This is an optimization exercise on Yosys and OpenROAD, whose aim is small area, a short achievable clock period and few clock cycles, not a production implementation.
Function was checked by simulation only, so behaviour that the tests miss may differ from the original.
Power figures rest on the tool's default switching activity, not on a simulated workload.

== v1 ==
// idcodec_core
module idcodec_core (
    input             clk,
    input             rst,
    input             in_valid,
    output            in_ready,
    input      [2:0]  in_op,
    input      [63:0] in_data,
    output            dig_valid,
    output     [7:0]  dig_data,
    output            resp_valid,
    output     [63:0] resp_value,
    output            resp_ovf,
    output     [6:0]  resp_len
);
    localparam OP_SETCFG  = 3'd1;
    localparam OP_SETPERM = 3'd2;
    localparam OP_ENC     = 3'd3;
    localparam OP_DIGIT   = 3'd4;
    localparam OP_DEC     = 3'd5;
    localparam LD_IDLE = 3'd0;    
    localparam LD_DIG  = 3'd1;    
    localparam LD_I2D  = 3'd2;    
    localparam LD_PAD  = 3'd3;    
    localparam LD_DONE = 3'd4;    
    integer i;
    reg         rdy_r;
    reg         cmd_v;
    reg  [2:0]  cmd_op;
    reg  [63:0] cmd_data;
    wire acc_now = in_valid & rdy_r & ~rst;
    always @(posedge clk) begin
        cmd_v    <= acc_now;
        cmd_op   <= in_op;
        cmd_data <= in_data;
    end
  ...
==> flow/config.mk <==
export PLATFORM = sky130hd
export DESIGN_NAME = idcodec_core
export DESIGN_NICKNAME = idcodec_core
export VERILOG_FILES = /design/flow/design.v
export SDC_FILE = /design/flow/constraint.sdc
export NUM_CORES = 8
export LEC_CHECK = 0
export CAP_MARGIN = 30
export CORE_MARGIN = 2
export CORE_UTILIZATION = 25
export SLEW_MARGIN = 30
export SETUP_SLACK_MARGIN = 7.5
==> flow/constraint.sdc <==
create_clock -name core_clock -period 12.0 [get_ports {clk}]
set_input_delay 2.4000 -clock core_clock [delete_from_list [all_inputs] [get_ports {clk}]]
set_output_delay 2.4000 -clock core_clock [all_outputs]
set_load 0.01 [all_outputs]
standard.sh (not shown) runs the stock make flow with config.mk's settings and CLKGATE_MAP_FILE= SYNTH_SCRIPT=/design/flow/synth_recipe.tcl, a recipe that flattens the netlist after the stock synthesis.
==> flow/flow/run.sh <==
#!/bin/bash
MARGIN=7.5
echo "export SETUP_SLACK_MARGIN = $MARGIN" >> config.mk
export SETUP_SLACK_MARGIN=$MARGIN
bash standard.sh > standard.log 2>&1
status=$?
echo "standard.sh exit $status" >> standard.log
exit $status
Testbench counts of v1, summed over its fixed seeds: cycles 65,250.
Relative to v1, the following input files were edited for v8:
--- a/flow/design.v
+++ b/flow/design.v
@@ -99,22 +99,21 @@
     reg  [5:0] dr_F, dr_off;
     reg        dr_pf;
     reg  [23:0] dr_dl;        
     reg        b_fwd, c_fwd, d_fwd;
     reg  [5:0] b_w1;
     reg  [1:0] b_g;
     reg  [5:0] b_w;
-    reg  [7:0] b_x0, b_x1, b_xl;
-    localparam [39:0] XAM = 40'hf83e0f83e0;
+    reg  [7:0] b_r0, b_r1, b_rl;      
+    reg  [5:0] b_a0, b_a1, b_al;      
     reg        b_p0, b_p1, b_f0, b_f1, b_l0, b_l1, b_n0, b_n1;
     reg  [1:0] b_d0, b_d1;
     reg  [1:0] c_g;
     reg  [5:0] c_w, c_w1;
     reg  [7:0] c_v0, c_v1;
-    localparam [63:0] CKM = 64'hff00_ff00_ff00_ff00;
     reg        c_p0, c_p1, c_f0, c_f1, c_n0, c_n1;
     reg  [1:0] c_d0, c_d1;
     reg  [7:0] carry;
     reg        d_we0, d_we1;
     reg  [5:0] d_w0, d_w1;
     reg        d_sel0, d_sel1, d_p0, d_p1, d_u0, d_u1;
     reg  [1:0] d_d0, d_d1;
@@ -179,14 +178,17 @@
     wire la1 = ~fwd & ~pass1 & ~last1 & ~fl1;
     wire ok2 = eng_run & v1 & ({6'd0, 1'b1, ~fwd} <= slk);
     wire ok1 = eng_run & v0 & ({7'd0, la0} < slk);
     wire [1:0] g = ok2 ? 2'd2 : ok1 ? 2'd1 : 2'd0;
     wire sq_end = ~sq_pre & (sq_left == 13'd0);
     wire       cw0_en = d_we0;
     wire       cw1_en = d_we1;
+    wire [7:0] b_x0 = (cw1_en && d_w1 == b_a0) ? d_wd1 : (cw0_en && d_w0 == b_a0) ? d_wd0 : b_r0;
+    wire [7:0] b_x1 = (cw1_en && d_w1 == b_a1) ? d_wd1 : (cw0_en && d_w0 == b_a1) ? d_wd0 : b_r1;
+    wire [7:0] b_xl = (cw1_en && d_w1 == b_al) ? d_wd1 : (cw0_en && d_w0 == b_al) ? d_wd0 : b_rl;
     wire [7:0] x0 = (cw1_en && d_w1 == rd0) ? d_wd1 : (cw0_en && d_w0 == rd0) ? d_wd0 : mx0;
     wire [7:0] x1 = (cw1_en && d_w1 == rd1) ? d_wd1 : (cw0_en && d_w0 == rd1) ? d_wd0 : mx1;
     wire [7:0] xl = (cw1_en && d_w1 == rd2) ? d_wd1 : (cw0_en && d_w0 == rd2) ? d_wd0 : mxl;
     wire [5:0] rd3 = ewrap(rd0 + 6'd3, efull, ehalf);
     wire [5:0] rd4 = ewrap(rd0 + 6'd4, efull, ehalf);
     reg  [7:0] gv0 [0:7];
     reg  [7:0] gv1 [0:7];
@@ -374,15 +376,15 @@
     wire [5:0] eng_off = pf ? en_n[5:0] - 6'd2 : (en_n == 7'd1) ? 6'd0 : 6'd1;
     wire o_fin     = o_busy && (o_fwd ? (o_cnt == 7'd1) :
                                 (!o_first && o_cnt == 7'd0 && (d_fast || (fin_add && !dvalid))));
     wire o_take_dn = dn_v && (!o_busy || (o_fin && dn_n != 7'd0));
     wire o_take_en = eng_done && !dn_v && (!o_busy || (o_fin && dr_n != 7'd0));
     wire [1:0] s_mod = (cnt <= 7'd1 || cnt == 7'd3) ? 2'd0 : (cnt == 7'd2) ? 2'd1 : 2'd3;
     wire [1:0] pre_n = ld_fwd ? ((cnt >= 7'd3) ? 2'd2 : 2'd0) : ((cnt >= 7'd2) ? 2'd1 : 2'd0);
-    wire       pf_n  = (cnt >= 7'd9);
+    wire       pf_n  = (cnt >= 7'd7);
     wire [8:0] n3m3  = {1'b0, cnt, 1'b0} + {2'b0, cnt} - 9'd3;
     reg [3:0] wq_en;
     reg [3:0] wq_row [0:3];
     reg [7:0] wq_dat [0:3];
     always @(*) begin
         for (i = 0; i < 4; i = i + 1) begin
             wq_en[i]  = 1'b0;
@@ -401,17 +403,20 @@
             end
         end
     end
     always @(posedge clk) begin
             b_fwd <= fwd;
             b_w   <= ewrap(rd0 + (sq_pre ? wofs_p : wofs), efull, ehalf);
             b_w1  <= ewrap(rd0 + (sq_pre ? wofs_p : wofs) + 6'd1, efull, ehalf);
-            b_x0 <= x0;
-            b_x1 <= x1;
-            b_xl <= xl;
+            b_r0 <= x0;
+            b_r1 <= x1;
+            b_rl <= xl;
+            b_a0 <= rd0;
+            b_a1 <= rd1;
+            b_al <= rd2;
             b_p0 <= pass0;
             b_p1 <= pass1;
             b_f0 <= first0;
             b_f1 <= first1;
             b_l0 <= last0;
             b_l1 <= last1;
             b_d0 <= dix0;
@@ -647,15 +652,15 @@
             rd1     <= ewrap(lp + 6'd2, cnt > 7'd32, lh);
             rd2     <= ewrap(lp + 6'd3, cnt > 7'd32, lh);
             sq_pre  <= (pre_n != 2'd0);
             sq_pc   <= pre_n;
             sq_j    <= 7'd0;
             sq_r    <= 7'd0;
         end else if (eng_run) begin
-            slk  <= hdist - {6'd0, g} - {6'd0, b_g};
+            slk  <= hdist - {6'd0, g};
             case (g)
                 2'd2: begin
                     rd0 <= rd2;
                     rd1 <= rd3;
                     rd2 <= rd4;
                 end
                 2'd1: begin
@@ -691,15 +696,18 @@
                 dr_F     <= eng_F;
                 dr_off   <= eng_off;
                 dr_pf    <= pf;
                 dr_dl    <= {dl[2], dl[1], dl[0]};
             end
         end
         if (!rst && dr_v) begin
-            if (dr_cnt != 2'd0) dr_cnt <= dr_cnt - 2'd1;
+            if (dr_cnt != 2'd0) begin
+                dr_cnt <= dr_cnt - 2'd1;
+                dr_dl  <= {dl[2], dl[1], dl[0]};
+            end
             else if (eng_done)  dr_v   <= 1'b0;
         end
         if (rst) begin
             b_g     <= 2'd0;
             c_g     <= 2'd0;
             d_we0   <= 1'b0;
             d_we1   <= 1'b0;
v8 against v1: met2 usage moved up; register area share after synthesis did not really move; area after synthesis held.
Per the final summary, v8 finished and its layout is clean on timing, DRC and antenna.
Relative to v1, the count of plain and timing-repair buffers measured on v8 has increased by more than a quarter.
Going from v1 to v8, the basic-gate share of the synthesized area counting and, or, nand and nor cells was found to have gone up by 1.5 points.
Relative to v1, sequential share of layout area decreased by 1.6 points in v8.
Per the comparison of v8 with v1, total power of the final layout went up, number of cell instances on the worst register-to-register path went down, die width did not really move.
[compare] base=v1 new=v8: via density per instance grew by 2.0%, setup slack moved down, routed wire length up 160000 µm, global-route usage shows an increase of 2.6 points.
Testbench counts of v8, summed over its fixed seeds: cycles 62,262.

[afterwards: timing with drivers on the ports]
No port has a modelled driver above. Below, the same layouts with a new extraction and two added sets of constraints.
Step 1, drivers: a clkbuf_16 drives clk and a buf_2 each remaining input, both assumed.
Step 2 adds t to the input delays and takes it off the output delays; t is the mean of the earliest and latest rising clock arrival at the registers after step 1. Input paths then give back, and output paths get back, about the clock's delay inside the block.
Three values: ideal, step 1, step 2; two values: the first two.
run | shift t [ns] | setup slack, ns | worst register clock-pin slew, ns
v1 | 1.173 | 6.885 / 6.885 / 6.885 | 0.08 / 0.08
v8 | 1.224 | 6.711 / 6.711 / 6.711 | 0.08 / 0.08
After both steps setup and hold are still met in every run listed.
